This design comes from an exercise in tuning for small area, a short achievable clock period and few clock cycles per item on the open sky130 flow, not from production work.
Where RTL was checked, it was by simulation tests only, not by an equivalence proof against the original.
Power is estimated from default activity; no workload was simulated.

03-02:
==> flow/design.v <==
module ook_dec_ohdec (
    input  wire [4:0]  wp1,
    output reg  [31:0] oh
);
    integer t;
    always @(*)
        for (t = 0; t < 32; t = t + 1)
            oh[t] = (wp1 == ((t + 1) % 32));
endmodule
module ook_dec_seldec (
    input  wire [3:0]  idx,
    input  wire [1:0]  b,
    output reg  [15:0] es,
    output reg  [3:0]  bs
);
    integer t;
    always @(*) begin
        for (t = 0; t < 16; t = t + 1) es[t] = (idx == t);
        for (t = 0; t < 4; t = t + 1)  bs[t] = (b == t);
    end
endmodule
module ook_dec_adv (
    input  wire ov,
    input  wire out_ready,
    output wire adv
);
    assign adv = !ov || out_ready;
endmodule
module ook_dec_advsel #(parameter integer W = 1) (
    input  wire         adv,
    input  wire [W-1:0] s1,
    input  wire [W-1:0] s0,
    output wire [W-1:0] y
);
    assign y = adv ? s1 : s0;
endmodule
module ook_dec_prio (
    input  wire [15:0] comp,
    output reg         chit,
    output reg  [3:0]  cidx
);
    integer t;
    always @(*) begin
        chit = |comp;
        cidx = 4'd0;
        for (t = 15; t >= 0; t = t - 1)
            if (comp[t]) cidx = t[3:0];
    end
endmodule
module ook_dec_vlmux (
    input  wire [47:0] vlcs,
    input  wire [15:0] es,
    output reg  [2:0]  vlc_o
);
    integer e;
    always @(*) begin
        vlc_o = 3'd0;
        for (e = 0; e < 16; e = e + 1)
            vlc_o = vlc_o | (vlcs[3*e +: 3] & {3{es[e]}});
    end
endmodule
module ook_dec (
    input  wire        clk,
    input  wire        rst,
    input  wire        dw_en,
    input  wire [3:0]  dw_idx,
    input  wire        dw_valid,
    input  wire [5:0]  dw_klen,
    input  wire [31:0] dw_key,
    input  wire [2:0]  dw_vlen,
    input  wire [31:0] dw_val,
    input  wire        in_valid,
    output wire        in_ready,
    input  wire        in_bit,
    input  wire        in_last,
    output wire        out_valid,
    input  wire        out_ready,
    output wire [1:0]  out_kind,
    output wire [7:0]  out_byte
);
    localparam integer NE = 16;
    localparam [1:0] K_BYTE = 2'd0, K_CLOSE = 2'd1, K_DONE = 2'd2;
    integer k;
    reg        rst_r;
    reg        dwr_en;
    reg [3:0]  dwr_idx;
    reg [2:0]  dwr_vlc;
    reg [4:0]  dwr_klen;
    reg [31:0] dwr_val;
    always @(posedge clk) begin
        rst_r    <= rst;
        dwr_en   <= dw_en && !rst;
        dwr_idx  <= dw_idx;
        dwr_vlc  <= dw_valid ? dw_vlen : 3'b110;
        dwr_klen <= dw_klen[4:0];
        dwr_val  <= dw_val;
    end
    reg [2:0]  d_vlc   [0:NE-1];
    reg [4:0]  d_klen  [0:NE-1];    
    reg [31:0] d_key   [0:NE-1];
    reg [31:0] d_val   [0:NE-1];
    always @(posedge clk) begin
        for (k = 0; k < NE; k = k + 1)
            if (dwr_en && dwr_idx == k) d_vlc[k] <= dwr_vlc;
            else if (rst_r)             d_vlc[k][2:1] <= 2'b11;
        if (dwr_en) begin
            d_klen[dwr_idx] <= dwr_klen;
            d_key[dwr_idx]  <= sr;      
            d_val[dwr_idx]  <= dwr_val;
        end
    end
    reg [NE-1:0] d_valid;
    always @(*)
        for (k = 0; k < NE; k = k + 1)
            d_valid[k] = !(d_vlc[k][2] && d_vlc[k][1]);
    reg        acc_r;      
    reg        bit_r, last_r;
    reg        rdy_r;
    assign in_ready = rdy_r;
    reg [31:0] sr;
    reg [5:0]  n;          
    reg [5:0]  a;          
    reg [5:0]  wp1;        
    reg [NE-1:0] alv;      
    reg        bhit;       
    reg [3:0]  bidx;
    reg [5:0]  blen;
    reg        ended;      
    wire [31:0] oh;        
    ook_dec_ohdec u_oh (.wp1(wp1[4:0]), .oh(oh));
    reg [4:0]  q0, q1;     
    reg        qh, qt;
    reg [1:0]  qc;
    wire       qfull  = qc[1];
    wire       qempty = (qc == 2'd0);
    reg        ov;
    reg        ov_o;       
    reg [1:0]  okind;
    reg [7:0]  obyte;
    reg [1:0]  bcnt;
    reg        topen;
    wire       adv_o, adv_s;                       
    ook_dec_adv u_adv_o (.ov(ov), .out_ready(out_ready), .adv(adv_o));
    ook_dec_adv u_adv_s (.ov(ov), .out_ready(out_ready), .adv(adv_s));
    wire       dshow = ov && okind == K_DONE;    
    wire a0    = (a == 6'd0);
    wire avail = !a0 || acc_r;
    wire [32:0] sr_x = {sr, bit_r};
    wire sbit  = sr_x[a];    
    wire fin   = ended ? (a == 6'd1) : (a0 && acc_r && last_r);
    reg [NE-1:0] m, comp, cont;
    always @(*) begin
        for (k = 0; k < NE; k = k + 1) begin
            m[k]    = d_valid[k] && alv[k] && ((|(d_key[k] & oh)) == sbit);
            comp[k] = m[k] && (d_klen[k] == wp1[4:0]);
            cont[k] = m[k] && (d_klen[k] != wp1[4:0]);
        end
    end
    wire       chit;
    wire [3:0] cidx;
    ook_dec_prio u_pr (.comp(comp), .chit(chit), .cidx(cidx));
    wire decide = avail && ((cont == {NE{1'b0}}) || fin);
    wire go     = avail && !(decide && qfull);
    wire push   = go && decide;
    wire       dhit = chit || bhit;
    wire [3:0] didx = chit ? cidx : bidx;
    wire [5:0] n_in = n + {5'd0, acc_r};
    wire [5:0] a_dec = a + {5'd0, acc_r} - 6'd1;
    wire [5:0] n_fb  = n_in - (bhit ? blen : 6'd1);
    wire [5:0] n_dec = chit ? a_dec : n_fb;
    always @(posedge clk) begin
        bit_r  <= in_bit;
        last_r <= in_last;
        if (dw_en)      sr <= dw_key;
        else if (acc_r) sr <= {sr[30:0], bit_r};
        acc_r <= in_valid && rdy_r && !rst;
        if (rst_r) begin
            rdy_r <= 1'b1;
            n     <= 6'd0;
            a     <= 6'd0;
            wp1   <= 6'd1;
            alv   <= {NE{1'b1}};
            bhit  <= 1'b0;
        end else begin
            rdy_r <= (n_in <= 6'd30) || (n_in == 6'd31 && !(in_valid && rdy_r));
            if (push) begin
                n    <= n_dec;
                a    <= n_dec;
                wp1  <= 6'd1;
                alv  <= {NE{1'b1}};
                bhit <= 1'b0;
            end else if (go) begin
                n    <= n_in;
                a    <= a_dec;
                wp1  <= wp1 + 6'd1;
                alv  <= cont;
                if (chit) begin
                    bhit <= 1'b1;
                    bidx <= cidx;
                    blen <= wp1;
                end
            end else begin
                n    <= n_in;
                a    <= a + {5'd0, acc_r};
            end
        end
    end
    assign out_valid = ov_o;
    assign out_kind  = okind;
    assign out_byte  = obyte;
    wire [4:0]  head = qh ? q1 : q0;
    wire        hhit = head[4];
    wire [3:0]  hidx = head[3:0];
    wire [15:0] es;
    wire [3:0]  bs;
    ook_dec_seldec u_sel (.idx(hidx), .b(bcnt), .es(es), .bs(bs));
    reg [47:0]  vlcs_f;
    always @(*)
        for (k = 0; k < NE; k = k + 1) vlcs_f[3*k +: 3] = d_vlc[k];
    wire [2:0]  hvl;
    ook_dec_vlmux u_vl (.vlcs(vlcs_f), .es(es), .vlc_o(hvl));
    reg [31:0] hval;
    reg [7:0]  hbyte;
    always @(*) begin
        hval = 32'd0;
        for (k = 0; k < NE; k = k + 1)
            hval = hval | (d_val[k] & {32{es[k]}});
        hbyte = (hval[7:0]   & {8{bs[0]}}) | (hval[15:8]  & {8{bs[1]}}) |
                (hval[23:16] & {8{bs[2]}}) | (hval[31:24] & {8{bs[3]}});
    end
    wire hlast = !hhit || hvl == 3'd0 || {1'b0, bcnt} + 3'd1 == hvl;
    wire dcond = ended && (n == 6'd0) && qempty && !dshow;
    reg        nv, npop, ntopen;
    reg [1:0]  nk, nb;
    always @(*) begin
        nv     = 1'b0;
        nk     = K_BYTE;
        nb     = bcnt;
        npop   = 1'b0;
        ntopen = topen && !dshow;
        if (!qempty) begin
            npop = hlast;
            if (hhit) begin
                if (hvl != 3'd0) begin
                    nv     = 1'b1;
                    ntopen = 1'b1;
                    nb     = hlast ? 2'd0 : bcnt + 2'd1;
                end
            end else begin
                nv     = topen;
                nk     = K_CLOSE;
                ntopen = 1'b0;
            end
        end else if (dcond) begin
            nv = 1'b1;
            nk = K_DONE;
        end
    end
    wire [1:0] qc_a = qc + {1'b0, push};
    wire [8:0] st1 = {nv, nb, ntopen, qh ^ npop, qc_a - {1'b0, npop},
                      (acc_r && last_r) || (ended && !dshow)};
    wire [8:0] st0 = {ov, bcnt, topen, qh, qc_a,
                      (acc_r && last_r) || ended};
    wire [8:0] stn;
    ook_dec_advsel #(.W(9)) u_st (.adv(adv_s), .s1(st1), .s0(st0), .y(stn));
    wire ovn_o;
    ook_dec_advsel #(.W(1)) u_so (.adv(adv_o), .s1(nv), .s0(ov_o), .y(ovn_o));
    always @(posedge clk) begin
        if (push && !qt) q0 <= {dhit, didx};
        if (push &&  qt) q1 <= {dhit, didx};
        if (adv_o) begin
            okind <= nk;
            obyte <= hbyte;
        end
        if (rst || rst_r) begin
            qt    <= 1'b0;
            {ov, bcnt, topen, qh, qc, ended} <= 9'd0;
            ov_o <= 1'b0;
        end else begin
            if (push) qt <= ~qt;
            {ov, bcnt, topen, qh, qc, ended} <= stn;
            ov_o <= ovn_o;
        end
    end
endmodule
Settings: LEC_CHECK=0, CAP_MARGIN=5, CORE_MARGIN=2, CORE_UTILIZATION=60, CTS_CLUSTER_DIAMETER=100, CTS_CLUSTER_SIZE=30, SLEW_MARGIN=5, SYNTH_HIERARCHICAL=1; clock period 36.0 ns.
standard.sh (not shown) runs the stock make flow with config.mk's settings and CLKGATE_MAP_FILE= SYNTH_SCRIPT=/design/flow/synth_recipe.tcl, a recipe that flattens the netlist after the stock synthesis.
==> flow/flow/run.sh <==
#!/bin/bash
set -euo pipefail
export BUFFER_PORTS_ARGS="-buffer_cell sky130_fd_sc_hd__buf_2"
bash standard.sh > run_standard.log 2>&1
diff inputs: 03-02 => 11-18
--- a/flow/design.v
+++ b/flow/design.v
@@ -134,7 +134,6 @@
     wire       qfull  = qc[1];
     wire       qempty = (qc == 2'd0);
     reg        ov;
-    reg        ov_o;       
     reg [1:0]  okind;
     reg [7:0]  obyte;
     reg [1:0]  bcnt;
@@ -205,7 +204,7 @@
             end
         end
     end
-    assign out_valid = ov_o;
+    assign out_valid = ov;
     assign out_kind  = okind;
     assign out_byte  = obyte;
     wire [4:0]  head = qh ? q1 : q0;
@@ -263,8 +262,6 @@
                       (acc_r && last_r) || ended};
     wire [8:0] stn;
     ook_dec_advsel #(.W(9)) u_st (.adv(adv_s), .s1(st1), .s0(st0), .y(stn));
-    wire ovn_o;
-    ook_dec_advsel #(.W(1)) u_so (.adv(adv_o), .s1(nv), .s0(ov_o), .y(ovn_o));
     always @(posedge clk) begin
         if (push && !qt) q0 <= {dhit, didx};
         if (push &&  qt) q1 <= {dhit, didx};
@@ -275,11 +272,9 @@
         if (rst || rst_r) begin
             qt    <= 1'b0;
             {ov, bcnt, topen, qh, qc, ended} <= 9'd0;
-            ov_o <= 1'b0;
         end else begin
             if (push) qt <= ~qt;
             {ov, bcnt, topen, qh, qc, ended} <= stn;
-            ov_o <= ovn_o;
-        end
-    end
-endmodule
+        end
+    end
+endmodule
--- outcome ---
11-18 — time the worst path needs with I/O delays and setup 12 ps higher, 03-02 as reference. Clock insertion delay at the later pin of the skew report ended up 30 ps lower on 11-18 than on 03-02. 11-18: multi-input gate share of the layout cell area 0.42 points below 03-02. 11-18 gives less number of global-route vias before repair than 03-02 did. 11-18 vs 03-02: total of fill cells in the finished design up in 11-18. Taking 03-02 as the reference, in 11-18 power shows a reduction of about 2.7%; synthesized cell count shows a reduction of about 3%; register-to-register slack shows an increase of 40 ps; area of the die shows a reduction of 0.75%. In 11-18 relative to 03-02, first-pass GRT wire length had gone down by a few percent. In 11-18 relative to 03-02, routed length per instance had gone down slightly.
Testbench counts of 11-18, summed over its fixed seeds: cycles 33,215, bits 32,818.
For 03-02, only the layout was checked, not whether the RTL still works.

[re-timing with driven ports]
Ports are ideal in the flow. The routed layouts listed here were re-timed in OpenROAD. Step 1: set_driving_cell puts a clkbuf_16 on clk and a buf_2 on each other input, an assumption about the parent block. Step 2 adds t to the input delays and takes it off the output delays; t is the mean of the earliest and latest rising clock arrival at the registers after step 1. Input paths then give back, and output paths get back, about the clock's delay inside the block. Three values: ideal, step 1, step 2; two values: the first two.
run | t (ns) | setup slack, ns | worst hold slack (ns)
03-02 | 0.738 | 27.573 / 27.503 / 27.135 | 0.470 / 0.470 / 0.470
11-18 | 0.718 | 27.561 / 27.491 / 27.087 | 0.448 / 0.448 / 0.448
After both steps setup and hold are still met in every run listed. For 11-18, which loses most, drivers alone change the setup slack by -0.070 ns; drivers and shift together by -0.474 ns.
